Background: an optimization exercise with open tools, aiming at small area, a short achievable clock period and few clock cycles per item. Do not read the settings as production practice. RTL that was checked went through simulation tests only; none was proved equivalent to the original.

## run a
// sha256_hex
module sha256_hex (
  input  wire         clk,
  input  wire         rst,         
  input  wire         in_valid,
  output wire         in_ready,
  input  wire [7:0]   in_data,
  input  wire         in_keep,     
  input  wire         in_last,     
  output wire         out_valid,
  input  wire         out_ready,
  output wire [511:0] out_hex      
);
  localparam [255:0] H_INIT = {
    32'h6a09e667, 32'hbb67ae85, 32'h3c6ef372, 32'ha54ff53a,
    32'h510e527f, 32'h9b05688c, 32'h1f83d9ab, 32'h5be0cd19};
  localparam [1:0] P_LOAD  = 2'd0,    
                   P_SCHED = 2'd1,    
                   P_END   = 2'd2,    
                   P_SHIFT = 2'd3;    
  reg  [23:0] acc;         
  reg  [1:0]  na;          
  reg         adone;       
  localparam FD = 10;
  localparam FW = 4;                       
  reg  [35:0]   fq [0:FD-1];
  reg  [FW:0]   fcnt;
  reg  [FW-1:0] frd, fwr;
  wire [35:0]   fhead   = fq[frd];
  wire [31:0]   wb      = fhead[35:4];   
  wire          wb_last = fhead[3];      
  ...
Size: roughly 6900 cells after synthesis, about 530 I/O pins.
make LEC_CHECK=0 CAP_MARGIN=20 CORE_MARGIN=2 CORE_UTILIZATION=40 CTS_CLUSTER_DIAMETER=100 CTS_CLUSTER_SIZE=22 PLACE_DENSITY=0.6 SETUP_SLACK_MARGIN=5.0 SLEW_MARGIN=30 finish   # period 10.0 ns
run.sh (not shown) runs the stock make flow with config.mk's settings and CLKGATE_MAP_FILE= SYNTH_SCRIPT=/design/flow/synth_recipe.tcl, a recipe that flattens the netlist after the stock synthesis.
Testbench counts of run a, summed over its fixed seeds: cycles 16,799, items 192.
Edits applied to the flow inputs when going from run a to run b:
--- a/flow/design.v
+++ b/flow/design.v
@@ -16,24 +16,24 @@
   localparam [1:0] P_LOAD  = 2'd0,    
                    P_SCHED = 2'd1,    
                    P_END   = 2'd2,    
                    P_SHIFT = 2'd3;    
   reg  [23:0] acc;         
   reg  [1:0]  na;          
   reg         adone;       
-  localparam FD = 10;
-  localparam FW = 4;                       
-  reg  [35:0]   fq [0:FD-1];
+  localparam FD = 8;
+  localparam FW = 3;                       
+  reg  [36:0]   fq [0:FD-1];
   reg  [FW:0]   fcnt;
   reg  [FW-1:0] frd, fwr;
-  wire [35:0]   fhead   = fq[frd];
-  wire [31:0]   wb      = fhead[35:4];   
-  wire          wb_last = fhead[3];      
-  wire          wb_p80  = fhead[2];      
-  wire [2:0]    wb_nb   = wb_p80 ? {1'b0, fhead[1:0]} : 3'd4;   
+  wire [36:0]   fhead   = fq[frd];
+  wire [31:0]   wb      = fhead[36:5];   
+  wire [2:0]    wb_nb   = fhead[4:2];    
+  wire          wb_last = fhead[1];      
+  wire          wb_p80  = fhead[0];      
   wire          wb_v    = (fcnt != 0);
   wire        wb_take;     
   wire        wb_free = (fcnt != FD) || wb_take;
   reg    rdy;
   assign in_ready = rdy;
   wire   beat     = in_valid && rdy;
   wire [2:0]  n_cur  = adone ? {1'b0, na} : ({1'b0, na} + {2'b0, in_keep});
@@ -145,29 +145,28 @@
   wire [31:0] as3 = as2 ^ ac2 ^ ac1;
   wire [31:0] ac3 = {(as2[30:0] & ac2[30:0]) | (as2[30:0] & ac1[30:0]) | (ac2[30:0] & ac1[30:0]), 1'b0};
   wire [31:0] es1 = d ^ hk ^ ch;
   wire [31:0] ec1 = {(d[30:0] & hk[30:0]) | (d[30:0] & ch[30:0]) | (hk[30:0] & ch[30:0]), 1'b0};
   wire [31:0] es2 = bs1 ^ es1 ^ ec1;
   wire [31:0] ec2 = {(bs1[30:0] & es1[30:0]) | (bs1[30:0] & ec1[30:0]) | (es1[30:0] & ec1[30:0]), 1'b0};
   wire [31:0] a_new, e_new;
-  wire [31:0] ka_p0 = as3 ^ ac3;
-  wire [31:0] ka_t  = as3 | ac3;
-  wire [31:0] ka_g0 = as3 & ac3;
+  wire [31:0] ka_p0 = as3 ^ ac3, ka_g0 = as3 & ac3;
   wire [31:0] ke_p0 = es2 ^ ec2, ke_g0 = es2 & ec2;
   wire [31:0] ka_g1, ka_p1, ka_g2, ka_p2, ka_g3, ka_p3, ka_g4, ka_p4, ka_g5;
   wire [31:0] ke_g1, ke_p1, ke_g2, ke_p2, ke_g3, ke_p3, ke_g4, ke_p4, ke_g5;
   genvar i;
   generate
     for (i = 0; i < 32; i = i + 1) begin : g_ks
       if (i >= 1) begin : l1
-        assign ka_g1[i] = ka_g0[i] | ka_g0[i-1];
+        assign ka_g1[i] = ka_g0[i] | (ka_p0[i] & ka_g0[i-1]);
+        assign ka_p1[i] = ka_p0[i] & ka_p0[i-1];
         assign ke_g1[i] = ke_g0[i] | (ke_p0[i] & ke_g0[i-1]);
         assign ke_p1[i] = ke_p0[i] & ke_p0[i-1];
       end else begin : l1
-        assign ka_g1[i] = ka_g0[i];
+        assign ka_g1[i] = ka_g0[i];  assign ka_p1[i] = ka_p0[i];
         assign ke_g1[i] = ke_g0[i];  assign ke_p1[i] = ke_p0[i];
       end
       if (i >= 2) begin : l2
         assign ka_g2[i] = ka_g1[i] | (ka_p1[i] & ka_g1[i-2]);
         assign ka_p2[i] = ka_p1[i] & ka_p1[i-2];
         assign ke_g2[i] = ke_g1[i] | (ke_p1[i] & ke_g1[i-2]);
         assign ke_p2[i] = ke_p1[i] & ke_p1[i-2];
@@ -198,16 +197,15 @@
         assign ke_g5[i] = ke_g4[i] | (ke_p4[i] & ke_g4[i-16]);
       end else begin : l5
         assign ka_g5[i] = ka_g4[i];
         assign ke_g5[i] = ke_g4[i];
       end
     end
   endgenerate
-  assign ka_p1 = {ka_t[30:1] & ka_t[29:0], 2'b00};    
-  assign a_new = ka_p0 ^ {ka_t[30:0] & ka_g5[30:0], 1'b0};
+  assign a_new = ka_p0 ^ {ka_g5[30:0], 1'b0};
   assign e_new = ke_p0 ^ {ke_g5[30:0], 1'b0};
   wire step0 = (ph == P_SCHED) && (k == 6'd63);
   wire sh_n  = (ph == P_END && ucnt == 2'd3 && !ufin) || (ph == P_SHIFT && ucnt != 2'd3);
   wire hstep = step0 || (ph == P_END);
   reg [31:0] iva_u, ive_u;                 
   always @(*) begin
     case (step0 ? 2'd0 : ucnt)
@@ -238,15 +236,15 @@
       pend   <= 1'b0;
       p80    <= 1'b0;
       fin    <= 1'b0;
       first  <= 1'b1;
       ov     <= 1'b0;
     end else begin
       if (emit) begin
-        fq[fwr] <= {w_pack, l_cur, l_cur && !n_cur[2], n_cur[1:0]};
+        fq[fwr] <= {w_pack, n_cur, l_cur, l_cur && !n_cur[2]};
         fwr     <= (fwr == FD - 1) ? 0 : fwr + 1'b1;
         na      <= 2'd0;
         adone   <= 1'b0;
       end else begin
         if (beat) begin
           if (in_keep)
             acc[23-8*na -: 8] <= in_data;
Results
On run b: standard cell area after detailed placement is 4.6% lower than what run a gave.
The worst setup path startpoint comes out e[2] in one run and a[2] in the other, namely in run a and run b respectively.
Multi-input combinational area share across run b and run a: no real change.
Run b — count of buffers added by post-CTS timing repair for setup 15 lower, run a as reference
Compared with run a, weighted congestion at the end of routability-driven global placement in run b decreased by a few percent.
Run comparison: run b termination of the worst setup path a[30]; run a termination of the worst setup path a[29]
Diff run a -> run b: detailed placement HPWL fell by 8.4%; final worst setup slack rose by 0.016 ns; area growth from synthesis to layout stayed essentially flat.
The clock transition at the registers of the reported paths was comparable across run b and run a.
Compared with run a, run b ends up with less cell area.
Taking run a as the reference, in run b via count now smaller; proportion of synthesized area in mux cells ~0 delta.
The RTL of run b was laid out without a check of its function.

[what the ideal ports hide]
In the flow no input, the clock included, has a driving cell. The finished layouts below were timed again as built, in two steps. Step 1 assumes that a clkbuf_16 drives the clock port and a buf_2 every other input. Step 2 adds t to the input delays and takes it off the output delays; t is the mean of the earliest and latest rising clock arrival at the registers after step 1. Input paths then give back, and output paths get back, about the clock's delay inside the block. a / b / c = ideal ports / drivers / drivers and shift; a / b = the first two.
run	shift t [ns]	setup slack, ns	hold slack, ns	worst register clock-pin slew, ns
run a	0.805	4.961 / 4.961 / 4.229	0.410 / 0.410 / 0.410	0.11 / 0.11
run b	0.828	4.977 / 4.977 / 4.228	0.404 / 0.404 / 0.404	0.11 / 0.11
After both steps setup and hold are still met in every run listed. For run b, which loses most, drivers alone change the setup slack by 0.000 ns; drivers and shift together by -0.749 ns.
